From an optimization exercise on the open Yosys and OpenROAD flow, aimed at small area, a short achievable clock period and few clock cycles per item; shortcuts taken in it are not production practice. Function was checked by simulation only, so behaviour that the tests miss may differ from the original.

==> raven: inputs <==
## rs_dec
module rs_dec (
    input  wire       clk,
    input  wire       rst,           
    input  wire       in_valid,
    output wire       in_ready,
    input  wire [7:0] in_data,
    input  wire [7:0] in_n,          
    input  wire [3:0] in_t,          
    output reg        err_valid,
    output reg  [7:0] err_pos,
    output reg  [7:0] err_val,
    output reg        done,
    output reg  [7:0] bstat
);
make LEC_CHECK=0 CAP_MARGIN=20 CORE_MARGIN=2 CORE_UTILIZATION=40 CTS_BUF_LIST='sky130_fd_sc_hd__clkbuf_4 sky130_fd_sc_hd__clkbuf_8' SETUP_SLACK_MARGIN=4 SLEW_MARGIN=20 finish   # period 10.0 ns
run.sh (not shown) runs the stock make flow with config.mk's settings and CLKGATE_MAP_FILE= SYNTH_SCRIPT=/design/flow/synth_recipe.tcl, a recipe that flattens the netlist after the stock synthesis.
==> sierra (differences from raven) <==
--- a/flow/design.v
+++ b/flow/design.v
@@ -373,14 +373,12 @@
     reg [7:0] bx   [1:TMAX];         
     reg [7:0] omg  [0:TMAX-1];       
     reg [7:0] dlt;                   
     reg [4:0] len;                   
     reg [4:0] rc;                    
     reg [3:0] oc;                    
-    reg [TMAX:1] msk;                
-    reg       opbc;                  
     reg [7:0] n2;                    
     reg       rzero;                 
     reg [7:0] ne;                    
     reg [3:0] t2;
     reg [1:0] k2;
     wire [4:0] twot2 = {t2, 1'b0};
@@ -397,20 +395,23 @@
     always @(*) begin
         tzero = 1'b1;
         for (i = 0; i < NSYN; i = i + 1)
             if (i < twot1 && T[i] != 8'd0) tzero = 1'b0;
     end
     wire start;
+    wire       upd = (s2 == S2_B);
+    wire       scl = (s2 == S2_C);
     reg [7:0] ma, mb;
     reg [7:0] prod [1:TMAX];
     reg [7:0] dsum;
     always @(*) begin
         dsum = R[0];                 
         for (i = 1; i <= TMAX; i = i + 1) begin
-            ma = opbc ? dlt : (msk[i] ? lam[i] : 8'd0);
-            mb = opbc ? bx[i] : R[i];
+            ma = (upd || scl) ? dlt :
+                 ((s2 != S2_OM || i <= oc) ? lam[i] : 8'd0);
+            mb = (upd || scl) ? bx[i] : R[i];
             prod[i] = gf_mul(ma, mb);
             dsum = dsum ^ prod[i];
         end
     end
     wire       grow  = (dlt != 8'd0) && ({len, 1'b0} <= {1'b0, rc});
     reg [7:0] cc [1:TMAX];           
@@ -475,18 +476,16 @@
             for (i = 1; i < NSYN; i = i + 1)
                 R[i] <= T[NSYN-i];
             n2    <= n1;
             t2    <= t1;
             rzero <= tzero;
         end
-        opbc <= 1'b0;
         case (s2)
         S2_A: begin
-            dlt  <= dsum;
-            s2   <= S2_B;
-            opbc <= 1'b1;
+            dlt <= dsum;
+            s2  <= S2_B;
         end
         S2_B: begin
             for (i = 1; i <= TMAX; i = i + 1)
                 lam[i] <= lam[i] ^ prod[i];
             bx[1] <= grow ? 8'd1 : 8'd0;
             for (i = 2; i <= TMAX; i = i + 1)
@@ -498,18 +497,16 @@
             for (i = 1; i < NSYN; i = i + 1)
                 R[i] <= R[i-1];
             rc <= rc + 5'd1;
             if (rc == twot2 - 5'd1) begin
                 R[0] <= rtap;
                 oc   <= 4'd0;
-                msk  <= {TMAX{1'b0}};
                 s2   <= S2_OM;
             end else begin
                 R[0] <= R[NSYN-1];
                 s2   <= grow ? S2_C : S2_A;
-                opbc <= grow;
             end
         end
         S2_C: begin
             for (i = 1; i <= TMAX; i = i + 1)
                 bx[i] <= prod[i];
             s2 <= S2_A;
@@ -517,13 +514,12 @@
         S2_OM: begin
             omg[oc] <= dsum;
             R[0] <= rtap;
             for (i = 1; i < NSYN; i = i + 1)
                 R[i] <= R[i-1];
             oc  <= oc + 4'd1;
-            msk <= {msk[TMAX-1:1], 1'b1};
             if (len > {1'b0, t2}) begin
                 k2 <= K_FAIL;
                 s2 <= S2_DONE;
             end else if ({1'b0, oc} == len - 5'd1) begin
                 s2 <= S2_DONE;
             end
@@ -538,25 +534,21 @@
                 bx[i]  <= (i == 1) ? 8'd1 : 8'd0;
             end
             for (i = 0; i < TMAX; i = i + 1)
                 omg[i] <= 8'd0;
             len <= 5'd0;
             rc  <= 5'd0;
-            msk <= {TMAX{1'b1}};
             if (rzero) begin
                 k2 <= K_CLEAN;
                 s2 <= S2_DONE;
             end else begin
                 k2 <= K_FIX;
                 s2 <= S2_A;
             end
         end
-        if (rst) begin
-            s2   <= S2_IDLE;
-            opbc <= 1'b0;
-        end
+        if (rst) s2 <= S2_IDLE;
     end
     always @(posedge clk) begin
         for (i = 1; i <= TMAX; i = i + 1)
             cc[i] <= gf_mul(cc[i], gf_apow(i));
         for (i = 0; i < TMAX; i = i + 1)
             ww[i] <= gf_mul(ww[i], gf_apow(i));
CTS_BUF_LIST = default   (was sky130_fd_sc_hd__clkbuf_4 sky130_fd_sc_hd__clkbuf_8)
SETUP_SLACK_MARGIN = 5   (was 4)
==> nickel (differences from raven) <==
SETUP_SLACK_MARGIN = 5   (was 4)
==> qor summary <==
Run status: sierra no timing/DRC/antenna violations; nickel no timing/DRC/antenna violations; raven no timing/DRC/antenna violations
Worst setup startpoint: sierra cc[1][1]$_DFF_P_; nickel cc[13][3]$_DFF_P_; raven opbc$_SDFF_PP0_
Startpoint of the worst hold path: sierra e2_pos[4]$_DFF_P_; nickel e2_pos[1]$_DFF_P_; raven e2_pos[7]$_DFF_P_
HPWL after DPL: sierra 213000 um; nickel 194000 um; raven 192000 um
Cell count after placement: sierra 12057; nickel 12009; raven 12005
Diodes inserted: sierra 2; nickel 3; raven 8
Share of the clock period used by the worst path: sierra 54.5%; nickel 54.1%; raven 58.7%
Die height: sierra 469 um; nickel 465 um; raven 465 um
Signal buffers share of area: sierra 7.01%; nickel 3.59%; raven 1.80%
Routed wire length per instance: sierra 24.8 um; nickel 22.2 um; raven 21.9 um
Placeable core region: sierra 215000 um2; nickel 212000 um2; raven 212000 um2
Global Route met2 Usage: sierra 42.8%; nickel 39.5%; raven 38.2%
Logic depth of the worst register-to-register path: sierra 22; nickel 18; raven 16
Share of the final layout cell area in multi-input gates: sierra 56.0%; nickel 56.5%; raven 56.0%
Clock buffers and inverters, area share: sierra 4.46%; nickel 4.79%; raven 4.95%
Met3 global-route usage: sierra 5.80%; nickel 3.62%; raven 3.81%
Resize count post-CTS: sierra 733; nickel 505; raven 80
Final critical delay including setup and external delays: sierra 5.45 ns; nickel 5.41 ns; raven 5.87 ns
Testbench counts of raven, summed over its fixed seeds: cycles 38,253, blocks 384.
Testbench counts of sierra, summed over its fixed seeds: cycles 38,253, blocks 384.
Testbench counts of nickel, summed over its fixed seeds: cycles 38,253, blocks 384.

[port drivers added, routing unchanged]
How much do the figures lean on ideal ports? The routed layouts below were timed once more, with nothing changed but the port constraints. Step 1 assumes that a clkbuf_16 drives the clock port and a buf_2 every other input. Step 2 also shifts input and output timing later by t, the mid clock arrival at the registers, as if the neighbouring blocks saw the same clock. a / b / c = no drivers / after step 1 / after step 2; a / b = the first two.
run	t (ns)	setup WS [ns]	clock arrival spread, ns
raven	1.036	4.131 / 4.131 / 4.131	0.079 / 0.080
sierra	0.897	4.547 / 4.547 / 4.547	0.044 / 0.045
nickel	1.070	4.587 / 4.587 / 4.587	0.077 / 0.077
After both steps setup and hold are still met in every run listed.
